This design comes from an exercise in tuning for small area, a short achievable clock period and few clock cycles per item on the open sky130 flow, not from production work.
RTL that was checked went through simulation tests only; none was proved equivalent to the original.
Power is estimated from default activity; no workload was simulated.

Setup of job 101:
==> module sscore_dec, before the edit <==
module sscore_dec (
    input             clk,
    input             rst,         
    input             start,
    input      [47:0] in_len,
    output            idle,
    output            done,
    output     [2:0]  err,
    input             in_valid,
    output            in_ready,
    input      [20:0] in_cp,
    output            out_valid,
    input             out_ready,
    output      [7:0] out_data
);
    localparam [2:0] E_NONE      = 3'd0,
                     E_HEADER    = 3'd1,    
                     E_RANGE     = 3'd2,    
                     E_LENGTH    = 3'd3,    
                     E_BODY      = 3'd5;    
    reg         idle_r;      
    reg         done_r;      
    reg  [2:0]  err_r;
    localparam LW = 7, UW = 41;
    reg  [5:0]    ph;        
    reg  [LW-1:0] rlo;       
    reg  [UW-1:0] rup;       
    reg           rpend;     
    reg           rbr;       
    reg  [2:0]    st;        
    reg  [LW-1:0] hlo;       
    reg  [UW-1:0] hup;       
    reg           hpend;     
    reg           hpass;     
    reg           hbr;       
    reg           uf;        
    reg         oor;         
    reg         mb;          
    reg         rdy_o;       
    reg         busy;        
    reg         kpat;        
    reg  [10:0] rcnt;        
    reg  [7:0]  q;           
    reg         ovalid;
    reg  [7:0]  obyte;
    reg         zfe;         
    assign idle      = idle_r;
    assign done      = done_r;
    assign err       = err_r;
    assign in_ready  = rdy_o;
    assign out_valid = ovalid;
    assign out_data  = obyte;
    wire        rdy     = !busy;
    wire        push    = in_valid && rdy;
    wire        oa      = !ovalid || out_ready;      
    wire        take    = ovalid && out_ready;       
    wire [11:0] sym     = in_cp[11:0];
    wire        inrange = (in_cp[20:12] == 9'h00E);    
    wire [1:0]  pst     = st[1:0];
    wire        body    = push && st[2];
    wire        head    = (pst == 2'd0);
    wire        t_lit   = body && head && (sym[11:10] == 2'b00);
    wire        t_zf    = body && head && (sym[11] ^ sym[10]);
    wire        t_pat   = body && head && (sym[11:10] == 2'b11);
    wire        t_a     = body && (pst == 2'd1);
    wire        t_b     = body && (pst == 2'd2);
    wire        bad     = body && (head ? (sym[11:8] == 4'b0001 || sym[11:9] == 3'b001)
                                        : (sym[11:8] != 4'b0000));
    wire        rc_zero = (rcnt == 11'd0);
    wire        rc_odd  = rcnt[0];
    wire        zf_nz   = (sym[9:0] != 10'd0);
    wire        x_emit  = !rdy && oa;
    wire [7:0]  h_byte  = (sym[11] ^ sym[10]) ? {8{sym[11]}} : sym[7:0];
    wire [10:0] dec_out = rcnt - 11'd1;
    wire        dec_z   = (rcnt[10:2] == 9'd0) &&
                          (rcnt[1:0] == ((!kpat && zfe) ? 2'd2 : 2'd1));
    wire        len_one = (sym[9:0] == 10'd1);
    wire        ph0     = (ph == 6'd0);
    wire        phl     = (ph == UW - 1);
    wire [LW-1:0] rlo_t, hlo_t;
    genvar gi;
    generate
        for (gi = 0; gi < LW; gi = gi + 1) begin : g_borrow
            if (gi == 0) begin : g0
                assign rlo_t[gi] = push;
                assign hlo_t[gi] = take;
            end else begin : gn
                assign rlo_t[gi] = push && (rlo[gi-1:0] == {gi{1'b0}});
                assign hlo_t[gi] = take && (hlo[gi-1:0] == {gi{1'b0}});
            end
        end
    endgenerate
    wire        rlo_z   = (rlo == {LW{1'b0}});
    wire        hlo_z   = (hlo == {LW{1'b0}});
    wire        rup_z   = (rup == {UW{1'b0}});
    wire        hup_z   = (hup == {UW{1'b0}});
    wire        rbc     = ph0 ? rpend : rbr;       
    wire        hrot    = ph0 ? hpend : hpass;     
    wire        hbc     = ph0 ? hpend : hbr;       
    wire        rem_z   = rup_z && rlo_z;
    wire        hsh     = push && !st[2];
    wire [47:0] hshift  = {hup[35-LW:0], hlo, sym};
    wire        fin     = !idle_r && !done_r && rem_z && rdy && oa;
    wire        e_head  = t_lit || (t_zf && zf_nz);
    wire        e_pat   = (t_a || t_b) && !rc_zero;
    wire        emit    = oa && (x_emit || e_head || e_pat);
    reg         rdy_n;
    always @(*) begin
        rdy_n = rdy;
        if (x_emit && (dec_z || pst == 2'd2)) rdy_n = 1'b1;
        if (t_a && !rc_zero && !oa) rdy_n = 1'b0;
        if (t_lit && !oa) rdy_n = 1'b0;
        if (t_zf && zf_nz) rdy_n = oa && len_one;
        if (t_b && !rc_zero) rdy_n = oa && dec_z;
    end
    always @(posedge clk) begin
        if (rst) begin
            idle_r <= 1'b1;
            done_r <= 1'b0;
            rdy_o  <= 1'b1;
            busy   <= 1'b0;
            ovalid <= 1'b0;
        end else begin
            idle_r <= idle_r ? !start : done_r;
            done_r <= fin;
            rdy_o  <= rdy_n;
            busy   <= !rdy_n;
            ovalid <= emit || (ovalid && !out_ready);
        end
    end
    always @(posedge clk) begin
        err_r <= oor                                           ? E_RANGE  :
                 !st[2]                                        ? E_HEADER :
                 (mb || !head)                                 ? E_BODY   :
                 (uf || !hup_z || hpend || hpass ||
                  (hlo != {{(LW-1){1'b0}}, ovalid})) ? E_LENGTH :
                                                                 E_NONE;
        if (oa)
            obyte <= rdy ? h_byte : q;
        if ((pst != 2'd2) ? (rdy || (oa && kpat)) : (rdy && push && !oa))
            q <= rdy ? h_byte : obyte;
        if (rdy && head) begin
            kpat <= !(sym[11] ^ sym[10]);
            zfe  <= oa;
        end
        if (!rdy) begin
            if (oa) rcnt <= dec_out;
        end else if (head) begin
            rcnt <= (sym[11:10] == 2'b11) ? {sym[9:0], 1'b0} :
                    (sym[11:10] == 2'b00) ? 11'd1 :
                                            {1'b0, sym[9:0]};
        end else if ((t_a || t_b) && !rc_zero && oa) begin
            rcnt <= dec_out;
        end
        if (idle_r || rst) begin
            mb  <= 1'b0;
            oor <= 1'b0;
        end else begin
            if (push && !inrange) oor <= 1'b1;
            if (bad) mb <= 1'b1;
            if (t_pat) st[1:0] <= 2'd1;
            if (t_a) st[1:0] <= 2'd2;
            if (t_b) st[1:0] <= 2'd0;
        end
        if (idle_r || rst) begin
            st    <= 3'd0;
            uf    <= 1'b0;
            hpend <= 1'b0;
            hpass <= 1'b0;
        end else begin
            if (hsh) st <= st + 3'd1;
            if (take && hlo_z && hup_z) uf <= 1'b1;
            hpend <= (hpend && !ph0) || (take && hlo_z);
            hpass <= hrot && !phl;
        end
        hlo <= hsh ? hshift[LW-1:0] : (hlo ^ hlo_t);
        if (hsh) hup <= hshift[47:LW];
        else if (hrot) hup <= {hup[0] ^ hbc, hup[UW-1:1]};
        hbr <= hbc && !hup[0];
        ph    <= (idle_r || phl) ? 6'd0 : ph + 6'd1;
        rlo   <= idle_r ? in_len[LW-1:0] : (rlo ^ rlo_t);
        rup   <= idle_r ? in_len[47:LW] : {rup[0] ^ rbc, rup[UW-1:1]};
        rbr   <= rbc && !rup[0];
        rpend <= !idle_r && ((rpend && !ph0) || (push && rlo_z));
    end
endmodule
==> flow/config.mk <==
export PLATFORM = sky130hd
export DESIGN_NAME = sscore_dec
export DESIGN_NICKNAME = sscore_dec
export VERILOG_FILES = /design/flow/design.v
export SDC_FILE = /design/flow/constraint.sdc
export NUM_CORES = 4
export LEC_CHECK = 0
export CAP_MARGIN = 20
export CORE_MARGIN = 2
export CORE_UTILIZATION = 40
export SLEW_MARGIN = 20
==> flow/constraint.sdc <==
create_clock -name core_clock -period 8.0 [get_ports {clk}]
set_input_delay 1.6000 -clock core_clock [delete_from_list [all_inputs] [get_ports {clk}]]
set_output_delay 1.6000 -clock core_clock [all_outputs]
set_load 0.01 [all_outputs]
standard.sh (not shown) runs the stock make flow with config.mk's settings and CLKGATE_MAP_FILE= SYNTH_SCRIPT=/design/flow/synth_recipe.tcl, a recipe that flattens the netlist after the stock synthesis.
==> flow/flow/run.sh <==
#!/bin/bash
# Own flow: the standard layout, with the port buffers made from the
# smallest buffer cell, a clock tree of clkbuf_8 without dummy loads, and
# timing repair aiming for more setup slack than the 8 ns clock needs.
set -o pipefail
export BUFFER_PORTS_ARGS="-buffer_cell sky130_fd_sc_hd__buf_1"
export CTS_ARGS="-sink_clustering_enable -repair_clock_nets -dont_use_dummy_load -buf_list {sky130_fd_sc_hd__clkbuf_4 sky130_fd_sc_hd__clkbuf_8}"
export SETUP_SLACK_MARGIN=5.3
bash standard.sh > standard.log 2>&1
## Diff of input files: job 102 against job 101
--- a/flow/design.v
+++ b/flow/design.v
@@ -22,5 +22,5 @@
     reg         done_r;      
     reg  [2:0]  err_r;
-    localparam LW = 7, UW = 41;
+    localparam LW = 8, UW = 40;
     reg  [5:0]    ph;        
     reg  [LW-1:0] rlo;       
@@ -40,4 +40,5 @@
     reg         busy;        
     reg         kpat;        
+    reg         kff;         
     reg  [10:0] rcnt;        
     reg  [7:0]  q;           
@@ -71,5 +72,5 @@
     wire        zf_nz   = (sym[9:0] != 10'd0);
     wire        x_emit  = !rdy && oa;
-    wire [7:0]  h_byte  = (sym[11] ^ sym[10]) ? {8{sym[11]}} : sym[7:0];
+    wire [7:0]  x_byte  = kpat ? q : {8{kff}};
     wire [10:0] dec_out = rcnt - 11'd1;
     wire        dec_z   = (rcnt[10:2] == 9'd0) &&
@@ -137,9 +138,12 @@
                                                                  E_NONE;
         if (oa)
-            obyte <= rdy ? h_byte : q;
-        if ((pst != 2'd2) ? (rdy || (oa && kpat)) : (rdy && push && !oa))
-            q <= rdy ? h_byte : obyte;
+            obyte <= !rdy             ? x_byte :
+                     (sym[11] ^ sym[10]) ? {8{sym[11]}} :
+                                        sym[7:0];
+        if ((pst != 2'd2) ? (rdy || oa) : (rdy && push && !oa))
+            q <= rdy ? sym[7:0] : obyte;
         if (rdy && head) begin
             kpat <= !(sym[11] ^ sym[10]);
+            kff  <= sym[11];
             zfe  <= oa;
         end
@@ -153,5 +157,5 @@
             rcnt <= dec_out;
         end
-        if (idle_r || rst) begin
+        if (idle_r) begin
             mb  <= 1'b0;
             oor <= 1'b0;
@@ -163,5 +167,5 @@
             if (t_b) st[1:0] <= 2'd0;
         end
-        if (idle_r || rst) begin
+        if (idle_r) begin
             st    <= 3'd0;
             uf    <= 1'b0;
Findings:
Job 102 closes out successfully: all stages finished, all timing, DRC and antenna checks passed.
Re total of fill cells in the finished design: job 102 is 21 up on job 101.
Summary of job 102 over job 101: average via count per standard cell rose 1.6%; share of cells above drive strength 1 rose 0.82 points; instance area at placement about even; maximum clock skew at final layout about even.
Status: final area parity (job 102, job 101)
On power of the combinational group, the higher figure sits with job 102, not job 101.
Going from job 101 to job 102, number of pins exceeding their max-slew limit in the final report now sits at about the same level, post-layout worst setup margin now sits lower.
Job 101 -> job 102: final antenna-violating net count delta 0, exact match
Summary of job 102 over job 101: met1 wire length grew by about 4%, fraction of power consumed by combinational cells grew by 1.0 points.
Testbench counts of job 102, summed over its fixed seeds: cycles 65,160, bytes 62,998.
No functional check of the RTL was part of job 101.

==> what the ideal ports hide <==
How much do the figures lean on ideal ports? The routed layouts below were timed once more, with nothing changed but the port constraints. Step 1, drivers: a clkbuf_16 drives clk and a buf_2 each remaining input, both assumed. Step 2, shift: input delay + t, output delay - t, t = (earliest + latest rising clock arrival at the registers) / 2. This alone moves slack from input paths to output paths. Three values: ideal, step 1, step 2; two values: the first two.
run | shift t [ns] | slack for setup (ns) | worst setup path at the end | clock arrival spread, ns | pins driven straight from the clock port
job 101 | 0.479 | 5.357 / 5.330 / 4.863 | input to register | 0.040 / 0.039 | 1
job 102 | 0.474 | 5.307 / 5.301 / 4.827 | input to register | 0.028 / 0.028 | 1
After both steps every run listed still meets setup and hold. For job 101, which loses most, drivers alone change the setup slack by -0.027 ns; drivers and shift together by -0.494 ns.
